Context: an optimization exercise on an open-source flow, tuned for small area, a short achievable clock period and few clock cycles per item. The choices shown serve that exercise and are no tape-out recipe. Function was checked by simulation only, so behaviour that the tests miss may differ from the original. Power is estimated from default activity; no workload was simulated.

==> run a: inputs <==
## pob_fx_tail
module pob_fx_tail (
    input  wire        clk,
    input  wire        rst,
    input  wire        cfg_we,
    input  wire [2:0]  cfg_addr,
    input  wire [31:0] cfg_wdata,
    input  wire        in_valid,
    output reg         in_ready,
    input  wire [31:0] in_l,
    input  wire [31:0] in_r,
    output reg         out_valid,
    input  wire        out_ready,
    output reg  [31:0] out_l,
    output reg  [31:0] out_r
);
    localparam [31:0] K_DC     = 32'h3f7eb852;   
    localparam [31:0] GAIN_RST = 32'h3f4ccccd;   
    reg [31:0] nb0, nb1, nb2, na1, na2, gain;
    reg        eq_on;
    function [31:0] clamp10;
        input [31:0] v;
        begin
            if (v[30:23] == 8'hff && v[22:0] != 23'd0)
                clamp10 = 32'h00000000;
            else if (v[30:0] > 31'h41200000)
                clamp10 = {v[31], 31'h41200000};
            else
                clamp10 = v;
        end
    endfunction
    function [31:0] clamp1;
        input [31:0] v;
        begin
            if (v[30:23] == 8'hff && v[22:0] != 23'd0)
                clamp1 = 32'h00000000;
            else if (v[30:0] > 31'h3f800000)
                clamp1 = {v[31], 31'h3f800000};
            else
                clamp1 = v;
        end
    endfunction
    reg        ph;           
    reg [3:0]  sl;           
  ...
make LEC_CHECK=0 CAP_MARGIN=20 CORE_MARGIN=2 CORE_UTILIZATION=40 SLEW_MARGIN=20 finish   # period 17.0 ns
run.sh (not shown) runs the stock make flow with config.mk's settings and CLKGATE_MAP_FILE= SYNTH_SCRIPT=/design/flow/synth_recipe.tcl, a recipe that flattens the netlist after the stock synthesis.
==> inputs of run b, as changes to run a <==
--- a/flow/design.v
+++ b/flow/design.v
@@ -1171,34 +1171,40 @@
     wire b_inf  = (eb == 8'hff) && (fb == 23'd0);
     wire a_nan  = (ea == 8'hff) && (fa != 23'd0);
     wire b_nan  = (eb == 8'hff) && (fb != 23'd0);
     wire        swap  = {eb, fb} > {ea, fa};
     wire        s_big = swap ? sb : sa;
     wire        s_sml = swap ? sa : sb;
     wire [7:0]  e_big = swap ? eb : ea;
     wire [22:0] f_big = swap ? fb : fa;
-    wire [22:0] f_sml = swap ? fa : fb;
-    wire        z_sml = swap ? a_zero : b_zero;
-    wire [7:0]  diff  = swap ? (eb - ea) : (ea - eb);
     wire        eff_sub = s_big ^ s_sml;
-    reg  [26:0] m_sml;
-    reg  [26:0] shifted;
-    always @(*) begin
-        m_sml = {1'b1, f_sml, 3'b000};
-        if (z_sml)
-            shifted = 27'd0;
-        else if (diff >= 8'd27)
-            shifted = 27'd1;
-        else begin
-            shifted = m_sml >> diff;
-            if ((m_sml & ((27'd1 << diff) - 27'd1)) != 27'd0)
-                shifted[0] = 1'b1;
+    wire [8:0]  d_ab  = {1'b0, ea} - {1'b0, eb};    
+    wire [8:0]  d_ba  = {1'b0, eb} - {1'b0, ea};    
+    function [26:0] align;
+        input        zero;
+        input [22:0] f;
+        input [7:0]  d;
+        reg   [26:0] m;
+        begin
+            m = {1'b1, f, 3'b000};
+            if (zero)
+                align = 27'd0;
+            else if (d >= 8'd27)
+                align = 27'd1;
+            else begin
+                align = m >> d;
+                if ((m & ((27'd1 << d) - 27'd1)) != 27'd0)
+                    align[0] = 1'b1;
+            end
         end
-    end
+    endfunction
+    wire [26:0] a_sh = align(a_zero, fa, d_ba[7:0]);
+    wire [26:0] b_sh = align(b_zero, fb, d_ab[7:0]);
+    wire [26:0] shifted = swap ? a_sh : b_sh;
     wire [27:0] m_big = {2'b01, f_big, 3'b000};
     wire [27:0] sum1  = eff_sub ? (m_big - {1'b0, shifted}) : (m_big + {1'b0, shifted});
     reg [27:0] p1_sum;
     reg [7:0]  p1_exp;
     reg        p1_sign;
     reg [1:0]  p1_spec;    
     reg        p1_ssgn;    
     always @(posedge clk) begin
@@ -1371,53 +1377,74 @@
         end
     end
     reg  [31:0] mul_a, mul_b, add_a, add_b;
     wire [31:0] mr, ar;      
     fp32_mul u_mul (.clk(clk), .a(mul_a), .b(mul_b), .y(mr));
     fp32_add u_add (.clk(clk), .a(add_a), .b(add_b), .y(ar));
     reg [31:0] x_h, x_t, z1_h, z1_t, z2_h, z2_t, x1_h, x1_t, y1_h, y1_t;
     wire [2:0] sp = sl[3:1];     
-    always @(*) begin
-        mul_a = K_DC;
-        mul_b = y1_h;
-        add_a = mr;
-        add_b = x1_h;
-        if (mo) begin
-            case (sp)
-                3'd0: begin mul_a = nb0;  mul_b = x_h;  end
-                3'd1: begin mul_a = nb1;  mul_b = x_h;  end
-                3'd2: begin mul_a = K_DC; mul_b = y1_h; end
-                3'd3: begin mul_a = na1;  mul_b = z1_h; end
-                3'd4: begin mul_a = gain; mul_b = ar;   end
-                3'd5: begin mul_a = na2;  mul_b = z1_h; end
-                default: begin mul_a = nb2; mul_b = x_h; end
-            endcase
-        end else begin
-            case (sp)
-                3'd2: begin mul_a = gain; mul_b = ar;   end
-                default: begin mul_a = K_DC; mul_b = y1_h; end
-            endcase
-        end
-        if (on1 & (sp == 3'd0)) begin
-            add_a = mr;   add_b = {~z2_h[31], z2_h[30:0]};       
-        end else if (mo) begin
-            case (sp)
-                3'd1: begin add_a = z1_h; add_b = mr; end                      
-                3'd2: begin add_a = ar;   add_b = {~x1_h[31], x1_h[30:0]}; end  
-                3'd3: begin add_a = ar;   add_b = mr; end                      
-                3'd4: begin add_a = y1_h; add_b = {~mr[31], mr[30:0]}; end    
-                default: begin add_a = ar; add_b = z2_h; end                   
-            endcase
-        end else begin
-            case (sp)
-                3'd0: begin add_a = x_h; add_b = {~x1_h[31], x1_h[30:0]}; end  
-                default: begin add_a = ar; add_b = mr; end                     
-            endcase
+    function [19:0] dec;
+        input       on;      
+        input [2:0] p;       
+        input       tail;    
+        reg   [6:0] ma;
+        reg   [3:0] mb;
+        reg   [4:0] aa;
+        reg   [2:0] ab;
+        reg         ng;
+        begin
+            if (on) begin
+                case (p)
+                    3'd0: begin ma = 7'b0000001; mb = 4'b0001; end   
+                    3'd1: begin ma = 7'b0000010; mb = 4'b0001; end   
+                    3'd2: begin ma = 7'b0000100; mb = 4'b0010; end   
+                    3'd3: begin ma = 7'b0001000; mb = 4'b0100; end   
+                    3'd4: begin ma = 7'b0010000; mb = 4'b1000; end   
+                    3'd5: begin ma = 7'b0100000; mb = 4'b0100; end   
+                    default: begin ma = 7'b1000000; mb = 4'b0001; end   
+                endcase
+                case (p)
+                    3'd1: begin aa = 5'b00010; ab = 3'b010; ng = 1'b0; end   
+                    3'd2: begin aa = 5'b00100; ab = 3'b001; ng = 1'b1; end   
+                    3'd3: begin aa = 5'b00100; ab = 3'b010; ng = 1'b0; end   
+                    3'd4: begin aa = 5'b01000; ab = 3'b010; ng = 1'b1; end   
+                    default: begin aa = 5'b00100; ab = 3'b100; ng = 1'b0; end   
+                endcase
+            end else begin
+                case (p)
+                    3'd2: begin ma = 7'b0010000; mb = 4'b1000; end   
+                    default: begin ma = 7'b0000100; mb = 4'b0010; end   
+                endcase
+                case (p)
+                    3'd0: begin aa = 5'b10000; ab = 3'b001; ng = 1'b1; end   
+                    default: begin aa = 5'b00100; ab = 3'b010; ng = 1'b0; end   
+                endcase
+            end
+            if (tail) begin aa = 5'b00001; ab = 3'b100; ng = 1'b1; end   
+            dec = {ng, ab, aa, mb, ma};
         end
+    endfunction
+    wire        mp_n = (acc | wrap) ? mo : mp;
+    wire [2:0]  sp_n = sl_n[3:1];
+    reg  [19:0] sel;
+    always @(posedge clk)
+        sel <= dec(mo_n, sp_n, v1_n & mp_n & (sp_n == 3'd0));
+    wire [31:0] x1_neg = {x1_h[31] ^ sel[19], x1_h[30:0]};
+    wire [31:0] mr_neg = {mr[31] ^ sel[19], mr[30:0]};
+    wire [31:0] z2_neg = {z2_h[31] ^ sel[19], z2_h[30:0]};
+    always @(*) begin
+        mul_a = ({32{sel[0]}} & nb0) | ({32{sel[1]}} & nb1) | ({32{sel[2]}} & K_DC) |
+                ({32{sel[3]}} & na1) | ({32{sel[4]}} & gain) | ({32{sel[5]}} & na2) |
+                ({32{sel[6]}} & nb2);
+        mul_b = ({32{sel[7]}} & x_h) | ({32{sel[8]}} & y1_h) | ({32{sel[9]}} & z1_h) |
+                ({32{sel[10]}} & ar);
+        add_a = ({32{sel[11]}} & mr) | ({32{sel[12]}} & z1_h) | ({32{sel[13]}} & ar) |
+                ({32{sel[14]}} & y1_h) | ({32{sel[15]}} & x_h);
+        add_b = ({32{sel[16]}} & x1_neg) | ({32{sel[17]}} & mr_neg) | ({32{sel[18]}} & z2_neg);
     end
     wire        off_x1 = off0 & (sp == 3'd0);
     wire [31:0] cl_out = clamp10(off_x1 ? x_h : ar);
     wire w_x1  = (on0 & (sp == 3'd2)) | off_x1;
     wire w_z1y = on0 & (sp == 3'd2);                  
     wire w_z1  = on0 & (sp == 3'd6);                  
     wire w_z0  = off0 & (sp == 3'd0);                 
     wire w_z2m = on0 & (sp == 3'd6);                  
==> notes <==
Against run a, the die area of run b is lower by 5.0%.
Against run a, the flip-flop and latch count of run b is higher by 20.
Clock power: run b is higher than run a (about 4%).
Of run b and run a, run b has the higher first-iteration DRC count (gap 8.1%, measured against run a).
Against run b, the global-route usage of run a is lower by 0.87 points.
Of run a and run b, run b has the higher utilization (gap 0.56 points).
Sequential power is about the same in run b and run a.
==> figures <==
item	run a	run b
Peak clock frequency supported by timing	0.0880 GHz	0.115 GHz
Mean post-synth cell area	7.88 µm²	7.99 µm²
First drt pass iteration count	9	10
Ratio of cells with drive above 1 in the final layout	0.0920	0.0815
Final cell count without fillers	10500	9963
Combinational group share of total power	0.567	0.625
Post-layout minimum cycle time	11.36 ns	8.73 ns
Sequential cell count	866	886
Clock Sink Count	866	886
Run status	no timing/DRC/antenna violations	no timing/DRC/antenna violations
Full die area	0.172 mm²	0.163 mm²
Pin count of the biggest net entering global routing	149	105
Multi-input combinational cell area	0.0443 mm²	0.0408 mm²
Final std cell area, no fill	0.0740 mm²	0.0710 mm²
Synthesized flop and latch total	866	886
Testbench counts of run a, summed over its fixed seeds: cycles 49,190, frames 4,096.
Testbench counts of run b, summed over its fixed seeds: cycles 49,190, frames 4,096.

========
==> 07-22: inputs <==
pob_fx_tail, a different RTL version from the one above (not shown whole).
clock: 17.0 ns
lec_check: 0
cap_margin: 20
core_margin: 2
core_utilization: 40
slew_margin: 20
==> inputs of 09-24, as changes to 07-22 <==
--- a/flow/design.v
+++ b/flow/design.v
@@ -1406,69 +1406,70 @@
     reg        v0, v1;       
     reg        mo, mp;       
     reg [1:0]  pend;         
     wire [3:0] last = mo ? 4'd13 : 4'd7;
     wire       wrap = (sl == last);
     wire       acc  = in_valid & in_ready;
     wire       take = out_valid & out_ready;
-    wire [3:0] sl_w   = wrap ? 4'd0 : sl + 4'd1;
     wire       v0_w   = v0 & ~wrap;
     wire       v1_w   = wrap ? v0 : v1;
     wire       mp_w   = wrap ? mo : mp;
+    wire       idle_w = ~v0_w & ~v1_w;
+    wire [3:0] sl_w   = (wrap | idle_w) ? 4'd0 : sl + 4'd1;
+    wire       mo_w   = idle_w ? eq_on : mo;
     wire       last_w = (sl_w == last);
     always @(posedge clk) begin
         if (rst) begin
             sl       <= 4'd0;
             v0       <= 1'b0;
             v1       <= 1'b0;
             mo       <= 1'b0;
             mp       <= 1'b0;
             pend     <= 2'd0;
             in_ready <= 1'b0;
         end else begin
-            if (acc) begin
-                sl <= 4'd0;
-                v0 <= 1'b1;
-                v1 <= v0;
-                mo <= eq_on;
-                mp <= mo;
-            end else begin
-                sl <= sl_w;
-                v0 <= v0_w;
-                v1 <= v1_w;
-                mp <= mp_w;
-            end
+            sl <= sl_w;
+            mo <= mo_w;
+            mp <= mp_w;
+            v0 <= acc | v0_w;
+            v1 <= v1_w;
             pend <= pend + {1'b0, acc} - {1'b0, take};
-            in_ready <= ~acc & ~cfg_we & ~(pend[1] & ~take) &
-                        ((last_w & (mo == eq_on)) | (~v0_w & ~v1_w));
+            in_ready <= ~acc & ~cfg_we & ~cfg_wq & ~(pend[1] & ~take) &
+                        ((last_w & (mo == eq_on)) | idle_w);
         end
     end
     wire on0  = v0 &  mo;
     wire off0 = v0 & ~mo;
     wire on1  = v1 &  mp;
     wire off1 = v1 & ~mp;
-    reg rst_q;
-    always @(posedge clk)
-        rst_q <= rst;
-    wire       cfg_w = cfg_we & ~rst;
-    wire [7:0] cfg_a = cfg_w ? (8'd1 << cfg_addr) : 8'd0;
+    reg        rst_q;
+    reg        cfg_wq;
+    reg [2:0]  cfg_aq;
+    reg [31:0] cfg_dq;
     always @(posedge clk) begin
-        if (cfg_a[0])   nb0   <= cfg_wdata;
+        rst_q  <= rst;
+        cfg_wq <= cfg_we & ~rst;
+        cfg_aq <= cfg_addr;
+        cfg_dq <= cfg_wdata;
+    end
+    wire [7:0] cfg_a = cfg_wq ? (8'd1 << cfg_aq) : 8'd0;
+    always @(posedge clk) begin
+        if (cfg_a[0])   nb0   <= cfg_dq;
         else if (rst_q) nb0   <= 32'd0;
-        if (cfg_a[1])   nb1   <= cfg_wdata;
+        if (cfg_a[1])   nb1   <= cfg_dq;
         else if (rst_q) nb1   <= 32'd0;
-        if (cfg_a[2])   nb2   <= cfg_wdata;
+        if (cfg_a[2])   nb2   <= cfg_dq;
         else if (rst_q) nb2   <= 32'd0;
-        if (cfg_a[3])   na1   <= cfg_wdata;
+        if (cfg_a[3])   na1   <= cfg_dq;
         else if (rst_q) na1   <= 32'd0;
-        if (cfg_a[4])   na2   <= cfg_wdata;
+        if (cfg_a[4])   na2   <= cfg_dq;
         else if (rst_q) na2   <= 32'd0;
-        if (cfg_a[5])   gain  <= cfg_wdata;
+        if (cfg_a[5])   gain  <= cfg_dq;
         else if (rst_q) gain  <= GAIN_RST;
-        if (cfg_a[6])   eq_on <= cfg_wdata[0];
+        if (cfg_a[6])   eq_on <= cfg_dq[0];
         else if (rst_q) eq_on <= 1'b0;
     end
     localparam [6:0] P_NB0 = 7'h01, P_NB1 = 7'h02, P_K = 7'h04, P_NA1 = 7'h08,
                      P_GAIN = 7'h10, P_NA2 = 7'h20, P_NB2 = 7'h40;
     localparam [6:0] D_XL = 7'h40, D_XR = 7'h20, D_AR = 7'h10, D_Z1L = 7'h08,
                      D_Z1R = 7'h04, D_Y1L = 7'h02, D_Y1R = 7'h01;
     localparam [8:0] A_Z1L = 9'h100, A_Z1R = 9'h080, A_TL = 9'h040, A_TR = 9'h020,
@@ -1530,32 +1531,28 @@
                     3'd1:  begin aa = A_XR;  ab = B_X1R; ng = 1'b1; end
                     default: begin aa = A_AR; ab = B_MR; end              
                 endcase
             end
             sel_of = {ng, ab, aa, md, mp_};
         end
     endfunction
+    wire [28:0] sn_w = sel_of(mo_w, sl_w);
     reg  [28:0] sel;
     always @(posedge clk)
-        sel <= acc ? sel_of(eq_on, 4'd0) : sel_of(mo, sl_w);
-    wire [28:0] sn_w = sel_of(mo, sl_w);
+        sel <= sn_w;
     wire [31:0] pa_w = ({32{sn_w[0]}} & nb0) | ({32{sn_w[1]}} & nb1) | ({32{sn_w[2]}} & K_DC) |
                        ({32{sn_w[3]}} & na1) | ({32{sn_w[4]}} & gain) | ({32{sn_w[5]}} & na2) |
                        ({32{sn_w[6]}} & nb2);
-    wire [31:0] pa_a = eq_on ? nb0 : K_DC;
-    wire [50:0] pd_w, pd_a;
-    fp32_mul_dec u_dec_w (.a(pa_w), .one(pd_w[12:0]), .two(pd_w[25:13]), .neg(pd_w[38:26]),
-                          .ea(pd_w[46:39]), .sa(pd_w[47]), .a_zero(pd_w[48]),
-                          .a_inf(pd_w[49]), .a_nan(pd_w[50]));
-    fp32_mul_dec u_dec_a (.a(pa_a), .one(pd_a[12:0]), .two(pd_a[25:13]), .neg(pd_a[38:26]),
-                          .ea(pd_a[46:39]), .sa(pd_a[47]), .a_zero(pd_a[48]),
-                          .a_inf(pd_a[49]), .a_nan(pd_a[50]));
+    wire [50:0] pd_w;
+    fp32_mul_dec u_dec (.a(pa_w), .one(pd_w[12:0]), .two(pd_w[25:13]), .neg(pd_w[38:26]),
+                        .ea(pd_w[46:39]), .sa(pd_w[47]), .a_zero(pd_w[48]),
+                        .a_inf(pd_w[49]), .a_nan(pd_w[50]));
     reg  [50:0] pd;
     always @(posedge clk)
-        pd <= acc ? pd_a : pd_w;
+        pd <= pd_w;
     reg  [31:0] mul_b, add_a, add_b;
     wire [31:0] mr, ar;      
     fp32_mul u_mul (.clk(clk), .a_one(pd[12:0]), .a_two(pd[25:13]), .a_neg(pd[38:26]),
                     .ea(pd[46:39]), .sa(pd[47]), .a_zero(pd[48]), .a_inf(pd[49]),
                     .a_nan(pd[50]), .b(mul_b), .y(mr));
     fp32_add u_add (.clk(clk), .a(add_a), .b(add_b), .y(ar));
     reg [31:0] x_l, x_r, z1_l, z1_r, z2_l, z2_r, x1_l, x1_r, y1_l, y1_r, t_l, t_r;
@@ -1615,39 +1612,43 @@
                 4'd6:  w_y1  = WL;                       
                 4'd7:  w_y1  = WR;
                 default: ;
             endcase
         end
     end
     wire [31:0] cl_ar = clamp10(ar);
-    wire [31:0] cl_z1 = clamp10(w_x1[0] ? z1_l : z1_r);
-    wire [31:0] cl_x  = clamp10(w_x1x[0] ? x_l : x_r);
+    reg  [3:0]  cx;      
+    always @(posedge clk)
+        cx <= mo_w ? {2'b00, sl_w == 4'd2, sl_w == 4'd1} :
+                     {sl_w == 4'd1, sl_w == 4'd0, 2'b00};
+    wire [31:0] cl_x1 = clamp10(({32{cx[0]}} & z1_l) | ({32{cx[1]}} & z1_r) |
+                                ({32{cx[2]}} & x_l)  | ({32{cx[3]}} & x_r));
     always @(posedge clk) begin
         if (rst_q) begin
             z1_l <= 32'd0; z1_r <= 32'd0;
             z2_l <= 32'd0; z2_r <= 32'd0;
             x1_l <= 32'd0; x1_r <= 32'd0;
             y1_l <= 32'd0; y1_r <= 32'd0;
         end else begin
             if (w_z1[0] | w_z1y[0] | w_z10[0]) z1_l <= w_z10[0] ? 32'd0 : w_z1y[0] ? ar : cl_ar;
             if (w_z1[1] | w_z1y[1] | w_z10[1]) z1_r <= w_z10[1] ? 32'd0 : w_z1y[1] ? ar : cl_ar;
             if (w_z2[0] | w_z2m[0] | w_z20[0]) z2_l <= w_z20[0] ? 32'd0 : w_z2m[0] ? mr : cl_ar;
             if (w_z2[1] | w_z2m[1] | w_z20[1]) z2_r <= w_z20[1] ? 32'd0 : w_z2m[1] ? mr : cl_ar;
-            if (w_x1[0] | w_x1d[0] | w_x1x[0]) x1_l <= w_x1d[0] ? ar : w_x1x[0] ? cl_x : cl_z1;
-            if (w_x1[1] | w_x1d[1] | w_x1x[1]) x1_r <= w_x1d[1] ? ar : w_x1x[1] ? cl_x : cl_z1;
+            if (w_x1[0] | w_x1d[0] | w_x1x[0]) x1_l <= w_x1d[0] ? ar : cl_x1;
+            if (w_x1[1] | w_x1d[1] | w_x1x[1]) x1_r <= w_x1d[1] ? ar : cl_x1;
             if (w_y1[0]) y1_l <= cl_ar;
             if (w_y1[1]) y1_r <= cl_ar;
         end
     end
     always @(posedge clk) begin
         if (w_t[0]) t_l <= mr;
         if (w_t[1]) t_r <= mr;
     end
     always @(posedge clk) begin
-        if (in_ready) begin
+        if (wrap | (~v0 & ~v1)) begin
             x_l <= in_l;
             x_r <= in_r;
         end
     end
     reg  [31:0] s_l, s_r;
     reg         sfull;
     wire [31:0] cl1 = clamp1(mr);
- CORE_UTILIZATION: 40 -> 60
==> results.txt <==
	09-24	07-22
Worst Setup Slack, final	11260 ps	10860 ps
Clock buffer instance count of the final layout	166	156
Die area	0.116 mm2	0.177 mm2
HP Start	u_add.p1_sign	u_add.p1_exp[4]
Fin Clk Skew	90.5 ps	68.9 ps
DR WL/cell	28.7 um	27.7 um
Hold endpoint	u_add.p2_sign	u_add.p2_exp[4]
Synthesized instance count	7174	7425
Wire length after detailed routing	251 mm	271 mm
Startpoint of the most critical register-to-register path	u_add.p2_lz[0]	sl[0]
Routability Congestion	1.02	1.01
Register share of the cell area	36.2%	34.1%
Global-route track usage on met1	54.2%	36.1%
Total clock buffers created by CTS	116	121
Die X	341 um	421 um
Result of the run	no timing/DRC/antenna violations	no timing/DRC/antenna violations
Testbench counts of 07-22, summed over its fixed seeds: cycles 51,328, frames 4,096.
Testbench counts of 09-24, summed over its fixed seeds: cycles 51,344, frames 4,096.

-- re-timing with driven ports --
The results above use ideal ports. As a check the final layouts listed here were re-extracted and re-timed, cells and wires unchanged. Step 1, drivers: a clkbuf_16 drives clk and a buf_2 each remaining input, both assumed. Step 2 adds t to the input delays and takes it off the output delays; t is the mean of the earliest and latest rising clock arrival at the registers after step 1. Input paths then give back, and output paths get back, about the clock's delay inside the block. Slacks: ideal / step 1 / step 2; pairs: ideal / step 1.
run | t, ns | setup slack, ns | worst setup path after step 2
run a | 0.786 | 5.642 / 5.642 / 5.642 | register to register
run b | 0.784 | 8.272 / 8.272 / 8.272 | register to register
07-22 | 0.854 | 10.861 / 10.876 / 10.065 | input to register
09-24 | 0.802 | 11.259 / 11.259 / 11.259 | register to register
After both steps every run listed still meets setup and hold. The setup slack of 07-22, which loses most, moves by +0.015 ns with the drivers and by -0.796 ns with both steps.
